This is an optimization exercise on Yosys and OpenROAD, whose aim is small area, a short achievable clock period and few clock cycles, not a production implementation. Where RTL was checked, it was by simulation tests only, not by an equivalence proof against the original. Power and IR drop assume default switching activity.

==> flow/design.v (excerpt) <==
module fbp_framer_rx (
    input  wire        clk,
    input  wire        rst,
    input  wire        in_valid,
    input  wire [7:0]  in_data,
    output wire        in_ready,
    output reg         ev_valid,
    output reg  [1:0]  ev_kind,
    output reg  [4:0]  ev_type,
    output reg  [10:0] ev_id,
    output reg  [15:0] ev_meta,
    output reg  [7:0]  ev_len,
    output reg         pl_valid,
    output reg  [7:0]  pl_data,
    output reg         pl_last,
    output reg         busy,
    output reg  [31:0] stat_ignored,
    output reg  [31:0] stat_resync
);
Size: roughly 4,800 cells after synthesis, ~2,500 flip-flops, ~130 I/O pins, ~69,000 um^2 of cells after synthesis.
export LEC_CHECK = 0
export CAP_MARGIN = 20
export CORE_MARGIN = 2
export CORE_UTILIZATION = 50
export PLACE_DENSITY = 0.65
export SLEW_MARGIN = 20
create_clock -name core_clock -period 12.0 [get_ports {clk}]
standard.sh (not shown) runs the stock make flow with config.mk's settings and CLKGATE_MAP_FILE= SYNTH_SCRIPT=/design/flow/synth_recipe.tcl, a recipe that flattens the netlist after the stock synthesis.
==> flow/flow/run.sh <==
#!/bin/bash
# Standard layout, with the setup repair aiming at a tighter slack than the clock needs
# and a clock tree built from larger sink clusters without dummy loads.
set -euo pipefail
export SETUP_SLACK_MARGIN=8.6
export CTS_ARGS="-sink_clustering_enable -repair_clock_nets -sink_clustering_size 35 -sink_clustering_max_diameter 60 -buf_list {sky130_fd_sc_hd__clkbuf_8 sky130_fd_sc_hd__clkbuf_16} -dont_use_dummy_load"
bash standard.sh > standard_flow.log 2>&1
Then changed:
==> flow/flow/run.sh (replaced) <==
#!/bin/bash
# Standard layout, with the setup repair aiming at a tighter slack than the clock needs
# and a clock tree built from larger sink clusters without dummy loads.
set -euo pipefail
export SETUP_SLACK_MARGIN=8.6
export CTS_ARGS="-sink_clustering_enable -repair_clock_nets -sink_clustering_size 30 -sink_clustering_max_diameter 60 -buf_list {sky130_fd_sc_hd__clkbuf_8 sky130_fd_sc_hd__clkbuf_16} -dont_use_dummy_load"
bash standard.sh > standard_flow.log 2>&1
--- a/flow/config.mk
+++ b/flow/config.mk
@@ -9,4 +9,4 @@
 export CORE_MARGIN = 2
-export CORE_UTILIZATION = 50
-export PLACE_DENSITY = 0.65
+export CORE_UTILIZATION = 30
+export PLACE_DENSITY = 0.45
 export SLEW_MARGIN = 20
The changed run completed with no timing, DRC or antenna violations.
Utilization came out lower by 22 points.
Via count climbs by 0.87%.
Clock skew goes down by 0.011 ns.
Cell area rises by 2.9%.
Global-route usage came out lower by 5.6 points.
First-iteration DRC count is higher by 5.5%.
Routed wire length increases by 13%.
Worst hold slack stays flat.
Cell count climbs by 19%.
Synthesized cell count does not change.
No functional check of the RTL was part of any run of this note.

========
Another version of the RTL of fbp_framer_rx (not shown whole).
Size in the first run: roughly 2500 flip-flops, ~130 I/O pins, roughly 67000 um^2 of cells after synthesis.
==> flow/config.mk <==
export PLATFORM = sky130hd
export DESIGN_NAME = fbp_framer_rx
export DESIGN_NICKNAME = fbp_framer_rx
export VERILOG_FILES = /design/flow/design.v
export SDC_FILE = /design/flow/constraint.sdc
export NUM_CORES = 4
export LEC_CHECK = 0
export ABC_AREA = 1
export CAP_MARGIN = 20
export CORE_MARGIN = 2
export CORE_UTILIZATION = 50
export PLACE_DENSITY = 0.65
export SLEW_MARGIN = 20
==> flow/constraint.sdc <==
create_clock -name core_clock -period 12.0 [get_ports {clk}]
set_input_delay 2.4000 -clock core_clock [delete_from_list [all_inputs] [get_ports {clk}]]
set_output_delay 2.4000 -clock core_clock [all_outputs]
set_load 0.01 [all_outputs]
==> flow/flow/run.sh <==
#!/bin/bash
# Standard layout, with the setup repair aiming at a tighter slack than the clock needs
# and a clock tree built from larger sink clusters without dummy loads.
set -euo pipefail
export SETUP_SLACK_MARGIN=8.6
export CTS_ARGS="-sink_clustering_enable -repair_clock_nets -sink_clustering_size 40 -sink_clustering_max_diameter 50 -buf_list {sky130_fd_sc_hd__clkbuf_8 sky130_fd_sc_hd__clkbuf_16} -dont_use_dummy_load"
bash standard.sh > standard_flow.log 2>&1
The starting point produced a clean layout.
Testbench counts at the start, summed over its fixed seeds: cycles 42,615.
Edit:
==> flow/flow/run.sh (replaced) <==
#!/bin/bash
# Standard layout, with the setup repair aiming at a tighter slack than the clock needs
# and a clock tree built from larger sink clusters without dummy loads.
set -euo pipefail
export SETUP_SLACK_MARGIN=8.6
export CTS_ARGS="-sink_clustering_enable -repair_clock_nets -sink_clustering_size 35 -sink_clustering_max_diameter 60 -buf_list {sky130_fd_sc_hd__clkbuf_8 sky130_fd_sc_hd__clkbuf_16} -dont_use_dummy_load"
bash standard.sh > standard_flow.log 2>&1
--- a/flow/config.mk
+++ b/flow/config.mk
@@ -8,3 +8,3 @@
 export ABC_AREA = 1
-export CAP_MARGIN = 20
+export CAP_MARGIN = 5
 export CORE_MARGIN = 2
@@ -12,2 +12,2 @@
 export PLACE_DENSITY = 0.65
-export SLEW_MARGIN = 20
+export SLEW_MARGIN = 5
Outcome: The new run completed without violations; clock power is lower by roughly a tenth; core utilization came out lower by 0.56 points; die area does not change; combinational power is about the same; design area fell slightly; total power falls by a few percent; non-clock buffer count is higher by 1; register-to-register slack barely changes; worst setup slack is better by 0.048 ns.

========
Another version of the RTL of fbp_framer_rx (not shown whole).
Size in the first run: about 4900 cells after synthesis, about 130 I/O pins, roughly 69000 µm² of cells after synthesis.
==> flow/config.mk <==
export PLATFORM = sky130hd
export DESIGN_NAME = fbp_framer_rx
export DESIGN_NICKNAME = fbp_framer_rx
export VERILOG_FILES = /design/flow/design.v
export SDC_FILE = /design/flow/constraint.sdc
export NUM_CORES = 4
export LEC_CHECK = 0
export CAP_MARGIN = 20
export CORE_MARGIN = 2
export CORE_UTILIZATION = 50
export PLACE_DENSITY = 0.65
export SLEW_MARGIN = 20
==> flow/constraint.sdc <==
create_clock -name core_clock -period 12.0 [get_ports {clk}]
set_input_delay 2.4000 -clock core_clock [delete_from_list [all_inputs] [get_ports {clk}]]
set_output_delay 2.4000 -clock core_clock [all_outputs]
set_load 0.01 [all_outputs]
==> flow/flow/run.sh <==
#!/bin/bash
# Standard layout, with the setup repair aiming at a tighter slack than the clock needs
# and a clock tree built from larger sink clusters without dummy loads.
set -euo pipefail
export SETUP_SLACK_MARGIN=8.6
export CTS_ARGS="-sink_clustering_enable -repair_clock_nets -sink_clustering_size 35 -sink_clustering_max_diameter 60 -buf_list {sky130_fd_sc_hd__clkbuf_8 sky130_fd_sc_hd__clkbuf_16} -dont_use_dummy_load"
bash standard.sh > standard_flow.log 2>&1
The starting point finished with timing, DRC and antenna clean.
Testbench counts at the start, summed over its fixed seeds: cycles 42,455.
Next try:
==> flow/flow/run.sh (replaced) <==
#!/bin/bash
# Standard layout, with the setup repair aiming at a tighter slack than the clock needs
# and a clock tree built from larger sink clusters without dummy loads.
set -euo pipefail
export SETUP_SLACK_MARGIN=8.6
export CTS_ARGS="-sink_clustering_enable -repair_clock_nets -sink_clustering_size 30 -sink_clustering_max_diameter 60 -buf_list {sky130_fd_sc_hd__clkbuf_8 sky130_fd_sc_hd__clkbuf_16} -dont_use_dummy_load"
bash standard.sh > standard_flow.log 2>&1
- CORE_UTILIZATION: 50 -> 30
- PLACE_DENSITY: 0.65 -> 0.45
- The new run passed the timing, DRC and antenna checks
- utilization drops by 21 points
- die area went up by 66%
- clock-buffer cell count went up by 23

========
fjord:
fbp_framer_rx, a different RTL version from the one above (not shown whole).
Size: ~2,600 flip-flops, roughly 130 I/O pins, ~0.067 mm2 of cells after synthesis.
clock: 12.0 ns
lec_check: 0
abc_area: 1
cap_margin: 20
core_margin: 2
core_utilization: 50
place_density: 0.65
slew_margin: 20
==> flow/flow/run.sh <==
#!/bin/bash
# Standard layout, with the setup repair aiming at a tighter slack than the clock needs
# and a clock tree built from larger sink clusters without dummy loads.
set -euo pipefail
export SETUP_SLACK_MARGIN=8.5
export CTS_ARGS="-sink_clustering_enable -repair_clock_nets -sink_clustering_size 16 -sink_clustering_max_diameter 35 -sink_clustering_buffer sky130_fd_sc_hd__clkbuf_8 -buf_list {sky130_fd_sc_hd__clkbuf_8 sky130_fd_sc_hd__clkbuf_16} -dont_use_dummy_load"
bash standard.sh > standard_flow.log 2>&1
fjord went all the way through synthesis, placement and routing and the layout is clean on timing, DRC and antenna.
Testbench counts of fjord, summed over its fixed seeds: cycles 41,969.
The inputs of onyx differ from those of fjord as listed below.
==> flow/flow/run.sh <==
#!/bin/bash
# Standard layout, with the setup repair aiming at a tighter slack than the clock needs
# and a clock tree built from larger sink clusters without dummy loads.
set -euo pipefail
export SETUP_SLACK_MARGIN=8.6
export CTS_ARGS="-sink_clustering_enable -repair_clock_nets -sink_clustering_size 35 -sink_clustering_max_diameter 60 -buf_list {sky130_fd_sc_hd__clkbuf_8 sky130_fd_sc_hd__clkbuf_16} -dont_use_dummy_load"
bash standard.sh > standard_flow.log 2>&1
Results
- The minimum period implied by the final worst setup slack of onyx falls short of that of fjord by 0.075 ns.
- Number of resized instances in the post-cts repair step of onyx exceeds that of fjord by a few percent.
- The flow did not stop early for fjord: all stages ran, and the layout cleared the timing, DRC and antenna checks.
- onyx: full flow OK, the timing, DRC and antenna checks passed
- Going from fjord to onyx, routed wire length shrank by a few percent.
- The global-route usage of onyx is lower than that of fjord.
- Worst hold slack for onyx: 0.010 ns down relative to fjord
- Comparing onyx and fjord, the lower share of power burned in combinational logic is on fjord.
- Clock share of power: lower on onyx
- onyx vs fjord on post-route total power: onyx is the lower one.
- Of onyx and fjord, the lower non-clock buffer contribution to total cell area belongs to fjord.
Edits applied to the flow inputs when going from onyx to amber:
==> flow/flow/run.sh <==
#!/bin/bash
# Standard layout, with the setup repair aiming at a tighter slack than the clock needs
# and a clock tree built from larger sink clusters without dummy loads.
set -euo pipefail
export SETUP_SLACK_MARGIN=8.5
export CTS_ARGS="-sink_clustering_enable -repair_clock_nets -sink_clustering_size 20 -sink_clustering_max_diameter 40 -sink_clustering_buffer sky130_fd_sc_hd__clkbuf_8 -buf_list {sky130_fd_sc_hd__clkbuf_8 sky130_fd_sc_hd__clkbuf_16} -dont_use_dummy_load"
bash standard.sh > standard_flow.log 2>&1
--- outcome ---
Compared with onyx, amber shows a higher worst setup slack. In amber, the clock tree cell share of total cell area came out 0.34 points above the value in onyx. Compared with onyx, in amber via count of the first global-routing pass now sits higher, power +about 0.5%, final cell count now sits higher, final wirelength now sits higher, net load switching power has increased.

-- afterwards: timing with drivers on the ports --
The results above use ideal ports. As a check the final layouts listed here were re-extracted and re-timed, cells and wires unchanged.
Step 1 sets driving cells, clkbuf_16 on the clock port and buf_2 on the other inputs (assumed; they add their load-dependent delay and slew).
Step 2 adds t to the input delays and takes it off the output delays; t is the mean of the earliest and latest rising clock arrival at the registers after step 1. Input paths then give back, and output paths get back, about the clock's delay inside the block.
Slacks: no drivers / after step 1 / after step 2; pairs: no drivers / after step 1.
| run | t (ns) | setup slack, ns | worst setup path after step 2 |
|---|---|---|---|
| the first run of note 1 | 0.816 | 8.260 / 8.186 / 8.001 | input to register |
| the second run of note 1 | 0.847 | 8.219 / 8.136 / 8.060 | input to register |
| the first run of note 2 | 0.833 | 8.356 / 8.281 / 8.264 | input to register |
| the second run of note 2 | 0.788 | 8.403 / 8.328 / 8.243 | input to register |
| the first run of note 3 | 0.815 | 8.372 / 8.295 / 8.111 | input to register |
| the second run of note 3 | 0.845 | 8.311 / 8.230 / 8.332 | input to register |
| fjord | 0.883 | 8.297 / 8.220 / 8.063 | input to register |
| onyx | 0.787 | 8.371 / 8.296 / 7.992 | input to register |
| amber | 0.814 | 8.386 / 8.309 / 8.041 | input to register |
After both steps setup and hold are still met in every run listed. For onyx, which loses most, drivers alone change the setup slack by -0.075 ns; drivers and shift together by -0.379 ns.
